Context: an optimization exercise on an open-source flow, tuned for small area. The choices shown serve that exercise and are no tape-out recipe. The RTL was checked by simulation tests, not by an equivalence proof against the original design. Power and IR drop assume default switching activity.

job 6745:
// inv16_core
module inv16_core (
    input  wire         clk,
    input  wire         rst,           
    input  wire         start,
    input  wire [15:0]  nsteps,
    output wire         busy,
    input  wire         hw_we,
    input  wire [4:0]   hw_sel,
    input  wire [15:0]  hw_data,
    output wire [255:0] regs,
    output wire [15:0]  pc_o,
    output wire         dir_o,
    output wire [1:0]   err_o,
    output wire         halted_o,
    output wire         brk_o,
    output wire         mem_req,
    output wire         mem_we,
    output wire [15:0]  mem_addr,
    output wire [15:0]  mem_wdata,
    input  wire         mem_ack,
    input  wire [15:0]  mem_rdata
);
Size in the first run: ~1400 cells after synthesis, roughly 350 flip-flops, roughly 370 I/O pins, about 17000 sq um of cells after synthesis.
Settings: LEC_CHECK=0, CAP_MARGIN=20, CORE_MARGIN=2, CORE_UTILIZATION=60, SLEW_MARGIN=20, SYNTH_HIERARCHICAL=1, SYNTH_MINIMUM_KEEP_SIZE=0; clock period 11.0 ns.
standard.sh (not shown) runs the stock make flow with config.mk's settings and CLKGATE_MAP_FILE= SYNTH_SCRIPT=/design/flow/synth_recipe.tcl, a recipe that flattens the netlist after the stock synthesis.
==> flow/flow/run.sh <==
#!/bin/bash
# Layout: the standard flow (standard.sh) unchanged, except that the
# buffer put on every input and output port is the platform's smallest
# buffer cell instead of the one buffer_ports picks by default, and that
# clock tree synthesis adds no dummy loads.
set -euo pipefail
export BUFFER_PORTS_ARGS="-buffer_cell sky130_fd_sc_hd__buf_1"
export CTS_ARGS="-sink_clustering_enable -repair_clock_nets -dont_use_dummy_load -sink_clustering_size 16 -sink_clustering_max_diameter 60 -buf_list sky130_fd_sc_hd__clkbuf_8"
bash standard.sh > standard.log 2>&1
Edits applied to the flow inputs when going from job 6745 to job 5866:
- CORE_UTILIZATION now 40, was 60
diff --git a/flow/flow/run.sh b/flow/flow/run.sh
--- a/flow/flow/run.sh
+++ b/flow/flow/run.sh
@@ -8 +8 @@
-export CTS_ARGS="-sink_clustering_enable -repair_clock_nets -dont_use_dummy_load -sink_clustering_size 16 -sink_clustering_max_diameter 60 -buf_list sky130_fd_sc_hd__clkbuf_8"
+export CTS_ARGS="-sink_clustering_enable -repair_clock_nets -dont_use_dummy_load -sink_clustering_size 25 -sink_clustering_max_diameter 80"
Results
Summary — floorplan die area, job 5866 relative to job 6745: higher, by about 50%.
Looking at area of all placed cells without fillers, job 5866 sits above job 6745.
Job 5866 against job 6745: fraction of area in multi-input gates went down; register fraction of the total cell area went down; fraction of power spent switching nets did not really move; average wire length per cell after detail routing went up; critical path depth went up.
Job 5866 against job 6745: via count went down 255; part of the power in registers went down.

========
inv16_core again, from the RTL that the note above started with.
// inv16_core
module inv16_core (
    input  wire         clk,
    input  wire         rst,           
    input  wire         start,
    input  wire [15:0]  nsteps,
    output wire         busy,
    input  wire         hw_we,
    input  wire [4:0]   hw_sel,
    input  wire [15:0]  hw_data,
    output wire [255:0] regs,
    output wire [15:0]  pc_o,
    output wire         dir_o,
    output wire [1:0]   err_o,
    output wire         halted_o,
    output wire         brk_o,
    output wire         mem_req,
    output wire         mem_we,
    output wire [15:0]  mem_addr,
    output wire [15:0]  mem_wdata,
    input  wire         mem_ack,
    input  wire [15:0]  mem_rdata
);
clock: 11.0 ns
lec_check: 0
cap_margin: 20
core_margin: 2
core_utilization: 40
slew_margin: 20
==> flow/flow/run.sh <==
#!/bin/bash
# Layout: the standard flow (standard.sh) unchanged, except that the
# buffer put on every input and output port is the platform's smallest
# buffer cell instead of the one buffer_ports picks by default, and that
# clock tree synthesis adds no dummy loads.
set -euo pipefail
export BUFFER_PORTS_ARGS="-buffer_cell sky130_fd_sc_hd__buf_1"
export CTS_ARGS="-sink_clustering_enable -repair_clock_nets -dont_use_dummy_load -sink_clustering_size 30 -sink_clustering_max_diameter 100"
bash standard.sh > standard.log 2>&1
Then changed:
--- a/flow/flow/run.sh
+++ b/flow/flow/run.sh
@@ -6,4 +6,4 @@
 set -euo pipefail
 export BUFFER_PORTS_ARGS="-buffer_cell sky130_fd_sc_hd__buf_1"
-export CTS_ARGS="-sink_clustering_enable -repair_clock_nets -dont_use_dummy_load -sink_clustering_size 30 -sink_clustering_max_diameter 100"
+export CTS_ARGS="-sink_clustering_enable -repair_clock_nets -dont_use_dummy_load -sink_clustering_size 25 -sink_clustering_max_diameter 80"
 bash standard.sh > standard.log 2>&1
CORE_UTILIZATION = 60   (was 40)
SYNTH_HIERARCHICAL = 1   (was not set)
SYNTH_MINIMUM_KEEP_SIZE = 0   (was not set)
After rerunning: Sequential share of layout area is higher by 1.8 points; combinational power came out lower by 12%; setup slack loses 0.16 ns.
Then changed:
--- a/flow/flow/run.sh
+++ b/flow/flow/run.sh
@@ -6,4 +6,4 @@
 set -euo pipefail
 export BUFFER_PORTS_ARGS="-buffer_cell sky130_fd_sc_hd__buf_1"
-export CTS_ARGS="-sink_clustering_enable -repair_clock_nets -dont_use_dummy_load -sink_clustering_size 25 -sink_clustering_max_diameter 80"
+export CTS_ARGS="-sink_clustering_enable -repair_clock_nets -dont_use_dummy_load -sink_clustering_size 16 -sink_clustering_max_diameter 60 -buf_list sky130_fd_sc_hd__clkbuf_8"
 bash standard.sh > standard.log 2>&1
CORE_UTILIZATION = 40   (was 60)
Wire length increases by 15%.
Worst setup slack is better by 0.38 ns.
Flip-flop and latch count does not change.
Area after synthesis stays the same.
Sequential share of layout area decreases by 0.46 points.
Global-route usage decreases by 9.5 points.
Total power increases by about 0.7%.
Non-clock buffer count increases by 6.
Then changed:
--- a/flow/flow/run.sh
+++ b/flow/flow/run.sh
@@ -6,4 +6,4 @@
 set -euo pipefail
 export BUFFER_PORTS_ARGS="-buffer_cell sky130_fd_sc_hd__buf_1"
-export CTS_ARGS="-sink_clustering_enable -repair_clock_nets -dont_use_dummy_load -sink_clustering_size 16 -sink_clustering_max_diameter 60 -buf_list sky130_fd_sc_hd__clkbuf_8"
+export CTS_ARGS="-sink_clustering_enable -repair_clock_nets -dont_use_dummy_load"
 bash standard.sh > standard.log 2>&1
SYNTH_HIERARCHICAL = not set   (was 1)
SYNTH_MINIMUM_KEEP_SIZE = not set   (was 0)
=>
- The new run passed the timing, DRC and antenna checks
- non-clock buffer count is higher by 6
- core utilization is higher by 2.1 points
- first-iteration DRC count is higher by 17%
- final cell count is higher by about 4%
- total power is higher by 12%
- cell area is higher by 5.3%
- sequential cell count does not change
- die area is higher by 1.2%
- wire length is higher by about 4.6%
- synthesized area is higher by 1.2%
- clock skew is lower by 0.064 ns

-- what the ideal ports hide --
How much do the figures lean on ideal ports? The routed layouts below were timed once more, with nothing changed but the port constraints.
Step 1, drivers: a clkbuf_16 drives clk and a buf_2 each remaining input, both assumed.
Step 2 times the ports against the registers' clock, not the clock port: input delays grow and output delays shrink by t, the midpoint of the rising clock arrivals with the driver on.
Slacks: ideal / step 1 / step 2; pairs: ideal / step 1.
run | t, ns | setup slack, ns | slew at the worst register clock pin (ns) | worst slew at a driven data input, ns | pins driven straight from the clock port
job 6745 | 0.648 | 0.818 / 0.818 / 0.818 | 0.11 / 0.11 | 0.04 | 1
job 5866 | 0.609 | 1.112 / 1.112 / 1.112 | 0.10 / 0.10 | 0.09 | 1
the first run of note 2 | 0.585 | 0.889 / 0.889 / 0.889 | 0.12 / 0.12 | 0.05 | 1
the second run of note 2 | 0.561 | 0.730 / 0.730 / 0.730 | 0.11 / 0.11 | 0.04 | 1
the third run of note 2 | 0.699 | 1.111 / 1.111 / 1.111 | 0.11 / 0.11 | 0.09 | 1
the fourth run of note 2 | 0.594 | 0.827 / 0.827 / 0.827 | 0.06 / 0.06 | 0.05 | 1
After both steps setup and hold are still met in every run listed.
